Source: an optimization exercise on an open RTL-to-GDS flow (aim: a short achievable clock period and few clock cycles). Production flows keep margins and buffers that such runs may drop. In this exercise RTL edits were held to simulation tests only and were not proved equivalent to the original. Power is estimated from default activity; no workload was simulated.

## flow/run.sh

```bash
#!/bin/bash
# synth_recipe.tcl (not shown) runs the flow's synth.tcl, then flattens the netlist and writes it again
# the make line also repeats each setting of config.mk as NAME=value (left out here)
make -C /OpenROAD-flow-scripts/flow DESIGN_CONFIG=/design/flow/config.mk WORK_HOME=/design/flow/orfs CLKGATE_MAP_FILE= SYNTH_SCRIPT=/design/flow/synth_recipe.tcl finish
```

## flow/config.mk

```make
export PLATFORM = sky130hd
export DESIGN_NAME = solar16_core
export DESIGN_NICKNAME = solar16_core
export VERILOG_FILES = /design/flow/design.v
export SDC_FILE = /design/flow/constraint.sdc
export NUM_CORES = 4
export LEC_CHECK = 0
export CAP_MARGIN = 20
export CORE_MARGIN = 2
export CORE_UTILIZATION = 40
export PLACE_DENSITY = 0.6
export SLEW_MARGIN = 20
```

## flow/constraint.sdc

```tcl
create_clock -name core_clock -period 10.0 [get_ports {clk}]
set_input_delay 2.0000 -clock core_clock [delete_from_list [all_inputs] [get_ports {clk}]]
set_output_delay 2.0000 -clock core_clock [all_outputs]
set_load 0.01 [all_outputs]
```

## flow/design.v

```verilog
module solar16_core (
    input  wire        clk,
    input  wire        rst,           
    input  wire [16:0] prog_len,      
    output wire        imem_req,
    output wire [15:0] imem_addr,
    input  wire        imem_ack,
    input  wire [31:0] imem_rdata,
    output wire        dmem_req,
    output wire        dmem_we,
    output wire [15:0] dmem_addr,
    output wire [7:0]  dmem_wdata,
    input  wire        dmem_ack,
    input  wire [7:0]  dmem_rdata,
    output wire        in_req,
    input  wire        in_ack,
    input  wire        in_eof,
    input  wire [20:0] in_char,
    output reg         out_valid,
    output reg  [7:0]  out_data,
    output wire [1:0]  run_state,     
    output reg  [2:0]  fault_cause,
    output reg  [16:0] fault_pc,
    output reg  [7:0]  fault_opcode,
    output reg  [7:0]  fault_operand,
    output wire [16:0] pc_out,
    output wire        z_out,
    input  wire [3:0]  dbg_sel,
    output wire [15:0] dbg_reg
);
    localparam OP_ADD  = 8'h00, OP_SUB  = 8'h01, OP_MUL  = 8'h02;
    localparam OP_RADD = 8'h03, OP_RSUB = 8'h04, OP_RMUL = 8'h05;
    localparam OP_MOV  = 8'h10, OP_LD   = 8'h11, OP_ST   = 8'h12, OP_CLR = 8'h13;
    localparam OP_JMP  = 8'h20, OP_JZ   = 8'h21, OP_JNZ  = 8'h22, OP_HALT = 8'h23;
    localparam OP_CMP  = 8'h30;
    localparam OP_AND  = 8'h40, OP_NOT  = 8'h41, OP_OR   = 8'h42, OP_XOR = 8'h43;
    localparam OP_SHL  = 8'h44, OP_SHR  = 8'h45;
    localparam OP_CLZ  = 8'hF0, OP_NOP  = 8'hFF;
    localparam F_ILLEGAL  = 3'd1, F_MISALIGN = 3'd2, F_OUTOFPROG = 3'd3, F_BADREG = 3'd4;
    localparam S_FETCH  = 4'd0,   
               S_FWAIT  = 4'd1,   
               S_EXEC   = 4'd2,   
               S_MREQ0  = 4'd3,   
               S_MWAIT0 = 4'd4,
               S_MREQ1  = 4'd5,   
               S_MWAIT1 = 4'd6,
               S_INREQ  = 4'd7,   
               S_INWAIT = 4'd8,
               S_HALTED = 4'd9,
               S_FAULTED = 4'd10;
    reg [3:0]  state;
    reg [16:0] pc;
    reg        zf;
    reg [31:0] ir;
    reg [7:0]  lo_byte;           
    reg [15:0] regs [0:15];
    wire [7:0]  op   = ir[7:0];
    wire [7:0]  op1  = ir[15:8];
    wire [7:0]  op2  = ir[23:16];
    wire [15:0] imm  = ir[31:16];
    wire [3:0]  amt  = ir[19:16];
    wire [3:0]  rd   = op1[3:0];
    wire [3:0]  rs   = op2[3:0];
    wire [15:0] a_val = regs[rd];
    wire [15:0] b_reg = regs[rs];
    wire [17:0] pc_end = {1'b0, pc} + 18'd4;
    wire [16:0] pc_next = pc + 17'd4;
    reg legal, uses_op1, uses_op2;
    always @(*) begin
        legal = 1'b1; uses_op1 = 1'b0; uses_op2 = 1'b0;
        case (op)
            OP_ADD, OP_SUB, OP_MUL, OP_LD, OP_ST, OP_CLR, OP_NOT, OP_SHL, OP_SHR:
                uses_op1 = 1'b1;
            OP_RADD, OP_RSUB, OP_RMUL, OP_MOV, OP_CMP, OP_AND, OP_OR, OP_XOR: begin
                uses_op1 = 1'b1; uses_op2 = 1'b1;
            end
            OP_JMP, OP_JZ, OP_JNZ, OP_HALT, OP_CLZ, OP_NOP: ;
            default: legal = 1'b0;
        endcase
    end
    wire bad_op1 = uses_op1 && (op1[7:4] != 4'd0);
    wire bad_op2 = uses_op2 && (op2[7:4] != 4'd0);
    reg [15:0] alu;
    always @(*) begin
        case (op)
            OP_ADD:  alu = a_val + imm;
            OP_SUB:  alu = a_val - imm;
            OP_MUL:  alu = a_val * imm;
            OP_RADD: alu = a_val + b_reg;
            OP_RSUB: alu = a_val - b_reg;
            OP_RMUL: alu = a_val * b_reg;
            OP_MOV:  alu = b_reg;
            OP_AND:  alu = a_val & b_reg;
            OP_OR:   alu = a_val | b_reg;
            OP_XOR:  alu = a_val ^ b_reg;
            OP_NOT:  alu = ~a_val;
            OP_SHL:  alu = a_val << amt;
            OP_SHR:  alu = a_val >> amt;
            default: alu = 16'd0;
        endcase
    end
    wire alu_sets_z = (op == OP_ADD) || (op == OP_SUB) || (op == OP_MUL) ||
                      (op == OP_RADD) || (op == OP_RSUB) || (op == OP_RMUL) ||
                      (op == OP_AND) || (op == OP_OR) || (op == OP_XOR) ||
                      (op == OP_NOT) || (op == OP_SHL) || (op == OP_SHR);
    wire [15:0] in_value = (in_eof || in_char == 21'd10) ? 16'd0 : in_char[15:0];
    assign imem_req   = (state == S_FETCH) && (pc[1:0] == 2'b00) && (pc_end <= {1'b0, prog_len});
    assign imem_addr  = pc[15:0];
    assign dmem_req   = (state == S_MREQ0) || (state == S_MREQ1);
    assign dmem_we    = (op == OP_ST);
    assign dmem_addr  = (state == S_MREQ1) ? imm + 16'd1 : imm;
    assign dmem_wdata = (state == S_MREQ1) ? a_val[15:8] : a_val[7:0];
    assign in_req     = (state == S_INREQ);
    assign run_state = (state == S_HALTED)  ? 2'd1 :
                       (state == S_FAULTED) ? 2'd2 : 2'd0;
    assign pc_out  = pc;
    assign z_out   = zf;
    assign dbg_reg = regs[dbg_sel];
    integer i;
    always @(posedge clk) begin
        out_valid <= 1'b0;
        if (rst) begin
            state         <= S_FETCH;
            pc            <= 17'd0;
            zf            <= 1'b0;
            ir            <= 32'd0;
            lo_byte       <= 8'd0;
            out_data      <= 8'd0;
            fault_cause   <= 3'd0;
            fault_pc      <= 17'd0;
            fault_opcode  <= 8'd0;
            fault_operand <= 8'd0;
            for (i = 0; i < 16; i = i + 1)
                regs[i] <= 16'd0;
        end else begin
            case (state)
                S_FETCH: begin
                    if (pc[1:0] != 2'b00) begin
                        state       <= S_FAULTED;
                        fault_cause <= F_MISALIGN;
                        fault_pc    <= pc;
                    end else if (pc_end > {1'b0, prog_len}) begin
                        state       <= S_FAULTED;
                        fault_cause <= F_OUTOFPROG;
                        fault_pc    <= pc;
                    end else begin
                        state <= S_FWAIT;
                    end
                end
                S_FWAIT: begin
                    if (imem_ack) begin
                        ir    <= imem_rdata;
                        state <= S_EXEC;
                    end
                end
                S_EXEC: begin
                    if (!legal) begin
                        state        <= S_FAULTED;
                        fault_cause  <= F_ILLEGAL;
                        fault_pc     <= pc;
                        fault_opcode <= op;
                    end else if (bad_op1 || bad_op2) begin
                        state         <= S_FAULTED;
                        fault_cause   <= F_BADREG;
                        fault_pc      <= pc;
                        fault_opcode  <= op;
                        fault_operand <= bad_op1 ? op1 : op2;
                    end else begin
                        pc    <= pc_next;
                        state <= S_FETCH;
                        if (alu_sets_z) begin
                            regs[rd] <= alu;
                            zf       <= (alu == 16'd0);
                        end
                        case (op)
                            OP_MOV: regs[rd] <= alu;
                            OP_CLR: begin regs[rd] <= 16'd0; zf <= 1'b1; end
                            OP_CMP: zf <= (a_val == b_reg);
                            OP_CLZ: zf <= 1'b0;
                            OP_JMP: pc <= {1'b0, imm};
                            OP_JZ:  if (zf)  pc <= {1'b0, imm};
                            OP_JNZ: if (!zf) pc <= {1'b0, imm};
                            OP_HALT: begin pc <= pc; state <= S_HALTED; end
                            OP_LD: begin
                                pc    <= pc;
                                state <= (imm == 16'hFF10) ? S_INREQ : S_MREQ0;
                            end
                            OP_ST: begin
                                pc    <= pc;
                                state <= S_MREQ0;
                            end
                            default: ;
                        endcase
                    end
                end
                S_MREQ0: state <= S_MWAIT0;
                S_MWAIT0: begin
                    if (dmem_ack) begin
                        lo_byte <= dmem_rdata;
                        state   <= S_MREQ1;
                    end
                end
                S_MREQ1: state <= S_MWAIT1;
                S_MWAIT1: begin
                    if (dmem_ack) begin
                        if (op == OP_LD) begin
                            regs[rd] <= {dmem_rdata, lo_byte};
                        end else if (imm == 16'hFF00) begin
                            out_valid <= 1'b1;
                            out_data  <= a_val[7:0];
                        end
                        pc    <= pc_next;
                        state <= S_FETCH;
                    end
                end
                S_INREQ: state <= S_INWAIT;
                S_INWAIT: begin
                    if (in_ack) begin
                        regs[rd] <= in_value;
                        pc       <= pc_next;
                        state    <= S_FETCH;
                    end
                end
                default: ;   
            endcase
        end
    end
endmodule
```

==> summary.txt <==
Pwr
  • Cell Pwr Density: 280.9 nW/um^2
  • Lkg Pwr: between 10 and 15 nW
  • Maximum VDD drop: ~0.35 mV
  • Design Power: between 10 and 15 mW

Clock network
  • # clock sinks: 371
  • Root Driver: clkbuf_16
  • TritonCTS clock tree: built
  • Clock Latency Late Sink: between 500 and 600 ps
  • H-Tree Level Count: 2
  • CTS Hold Bufs: 0
  • CTS resizes: 0
  • Clock transition at path regs: ~60 ps
  • Num CTS Buffers: 38
  • Postcts setup bufs: 0
  • Max clock buf depth: 3

Routing
  • Drt total wl: 138.0 mm
  • DRT Pass-1 Iters: 7
  • Routed via count: 29,450
  • DRC viols: 0
  • Via count normalized by instance count: roughly 6.2
  • Routed Antenna Nets: 0
  • WL per Instance: about 29 um
  • DRT iter0 DRCs: ~3,700

Yosys
  • Yosys cell types: slightly above 100
  • Yosys Warn Count: 1
  • EDFF count, synth: ~260
  • Yosys reg bits: about 370
  • Post-synth top area cell: edfxtp_1
  • Instance count of the mapped netlist: between 3,000 and 4,000
  • Largest cells by area after synthesis: edfxtp_1 23%, mux4_2 14%, fa_1 9.5%, dfxtp_1 6.8%, ha_1 6.6%
  • Sequential fraction of the synthesis area: between 20% and 30%
  • Mapped Avg Cell Area: between 9 and 10 um^2
  • Mapped Area: 33,970 um^2
  • Ys flop type: edfxtp_1
  • Syn nets: just under 4,000
  • Ys async rst share: 0%
  • Area fraction of the dominant cell type after synthesis: 22.63%

Timing
  • Final Setup Violations: 0
  • Max Freq: between 100 and 150 MHz
  • Final Cycle Share: between 90 and 100%
  • RSZ-0062 raised after global routing: no
  • Final worst path period need: roughly 9000 ps
  • Slew @ Worst Pin: 1112 ps
  • Setup_tns: 0 ps
  • Slew HR: 25.27%
  • Slew Viols, Final: 0
  • Layout Skew: 22.48 ps
  • Final hold violation count: 0

Critical path
  • Worst EP required: between 10,000 and 15,000 ps
  • WS Path Type: flip-flop to flip-flop
  • Critical path arrival: 9280 ps
  • R2r setup slk: ~990 ps
  • Worst setup EP type: flip-flop
  • CP Max Fanout: 31
  • Critical Path Start Type: flip-flop

Layout
  • Layout cells sized above 1: roughly 15%
  • Multi-input logic area: 21,690 um^2
  • # fillers: around 8,000
  • Register area: around 10,000 um^2
  • NumNets Final: approximately 4,000
  • Area Overhead vs Synth: 13.75%

Floorplan
  • Row count: approximately 110
  • # IOs: roughly 210
  • Die area: 87,280 um^2
  • Die H: 295.4 um
  • Die extent in x: a little under 300 um
  • CORE AREA: between 80,000 and 90,000 um^2
  • Initial core utilization: 40.53%

Outcome
  • Status: finished clean

Run
  • Max Cap Viol: 0

Place
  • Gpl congestion: around 1.1
  • DP HPWL: 101.9 mm
  • Number of port buffers: 212

Global route
  • Largest net degree at the start of global routing: between 70 and 80
  • Antenna violations before repair: 4
  • Total GRT Usage: approximately a third
  • Total gr overflow: 0
  • Vias in the first global route: around 29,000
  • First-pass GRT wire length: ~200 mm

Hold path
  • Min-delay worst type: flip-flop to flip-flop
[placed cells by master, fill, tap and decap left out, types with 80 or more instances in the layout]
cell type        synthesis  routed
nor2_1                 488     487
nand2_1                386     386
inv_1                  279     279
edfxtp_1               256     256
mux4_2                 215     215
clkdlybuf4s50_1          0     209
ha_1                   180     180
fa_1                   162     162
a21oi_1                150     149
buf_4                   25     137
dfxtp_1                115     107
mux2i_1                 96      93
o21ai_0                 84      83
xnor2_1                 80      80
[state kept, by name, indices dropped and copies added, names as in the netlist, 3 cells and up, named ones only]
register       cells
ir                32
out_data           8
regs             256
fault_opcode       8
fault_cause        3
fault_operand      8
lo_byte            8
state              4
pc                17
fault_pc          17
[area by class of cell]
| type | count | area share, % |
|---|---|---|
| Tap cell | 1134 | 3.672 |
| Timing Repair Buffer | 348 | 8.140 |
| Multi-Input combinational cell | 2529 | 56.14 |
| Sequential cell | 371 | 25.88 |
| Inverter | 297 | 2.895 |
| Clock buffer | 45 | 2.636 |
| Clock inverter | 25 | 0.6217 |
| Antenna cell | 2 | 0.01295 |
[per-stage QoR]
step / instance area, um^2 / cells / utilization (%) / setup WS [ps] / hold WS [ps]
2_1_floorplan: 33970 / 3456 / - / 2269 / 442.2
3_3_place_gp: 37360 / 4679 / 44.58 / 1198 / 439.8
3_5_place_dp: 37370 / 4679 / 44.58 / 1209 / 443.5
4_1_cts: 38630 / 4749 / 46.08 / 1147 / 452.0
5_1_grt: 38640 / 4751 / 46.10 / 823.4 / 471.2
6_report: 38640 / 4751 / 46.10 / 991.9 / 451.4
[power breakdown]
part | total, mW | internal [mW] | switching (mW)
logic | 7.50 | 2.80 | 4.71
clock network | 1.47 | 0.817 | 0.649
registers | 1.88 | 1.72 | 0.162
total | 10.9 | 5.34 | 5.52
[layer usage]
metal | vias up | track usage (%) | share of wire (%)
met5 | - | 0 | 0.019
met4 | 4 | 15.93 | 5.8
met3 | 405 | 6.638 | 11
met2 | 1962 | 48.63 | 45
met1 | 14590 | 41.43 | 38
li1 | 12480 | - | -
[logic make-up (layout without fill, tap and decap cells)]
kind of cell	count (synthesis)	after routing	synth area share, %
xor gates and xnor gates	125	125	3.385
and+or+nand+nor	1213	1213	15.91
muxes	329	329	17.72
DFF	371	371	29.41
other	0	2	0
AOI/OAI and AO/OA	520	520	10.44
buffers and inverters	556	715	6.957
adders and majority gates	342	342	16.18
[critical path, stage by stage (launching register included)]
cell and delay (ps):
dfxtp_2 620, buf_12 310, mux4_2 570, o22ai_1 530, or2_2 240, inv_1 250
buf_4 280, ha_1 250, fa_1 490, inv_1 50, fa_1 450, fa_1 510
inv_1 40, ha_1 280, inv_1 70, fa_1 420, fa_1 490, inv_1 50
ha_1 320, a21oi_1 80, a21oi_1 260, xor2_1 160, a22oi_1 220, nand3_1 210
a221o_1 370, a21oi_1 380, a2bb2oi_2 690, nor2_1 100
[cell usage after synthesis, types with 11 or more instances]
cell / n
a21o_1: 19
a21oi_1: 150
a21oi_2: 14
a221oi_1: 23
a22oi_1: 24
a31oi_1: 11
and2_1: 56
and3_1: 22
buf_1: 23
buf_2: 34
buf_4: 25
buf_6: 16
clkbuf_1: 160
dfxtp_1: 115
edfxtp_1: 256
fa_1: 162
ha_1: 180
inv_1: 279
mux2_2: 16
mux2i_1: 96
mux4_2: 215
nand2_1: 386
nand2b_1: 29
nand3_1: 45
nand4_1: 27
nor2_1: 488
nor2b_1: 19
nor3_1: 44
nor4_1: 22
o21ai_0: 84
o21bai_1: 13
o221ai_1: 16
o22ai_1: 26
or3_1: 11
xnor2_1: 80
xor2_1: 41
[final timing paths]
check,from,end,cells after the start
setup / recovery,flip-flop,regs[12][11]$_SDFFCE_PN0P_,27
hold / removal,fault_operand[3]$_SDFFE_PP0P_,fault_operand[3]$_SDFFE_PP0P_,2
setup reg to reg,flip-flop,regs[12][11]$_SDFFCE_PN0P_,27
hold reg to reg,fault_operand[3]$_SDFFE_PP0P_,fault_operand[3]$_SDFFE_PP0P_,2
Testbench counts, summed over its fixed seeds: cycles 102,738.

[afterwards: timing with drivers on the ports]
The flow's constraints put no driver on any port. The routed layout listed below was extracted and timed again, unchanged, in two steps. Step 1, drivers: a clkbuf_16 drives clk and a buf_2 each remaining input, both assumed. Step 2 moves the port delays by t, midway between the first and last clock arrival at a register: inputs arrive t later, outputs are due t later. That takes back most of the time a late clock gives input paths. Slacks: ideal / step 1 / step 2; pairs: ideal / step 1.
t, ns: 0.611
slack for setup (ns): 0.992 / 0.992 / 0.992
hold WS [ns]: 0.451 / 0.451 / 0.451
slew at the worst register clock pin (ns): 0.07 / 0.07
worst slew at a driven data input, ns: 0.10
After both steps this run still meets setup and hold. For this run, drivers alone change the setup slack by 0.000 ns; drivers and shift together by 0.000 ns.
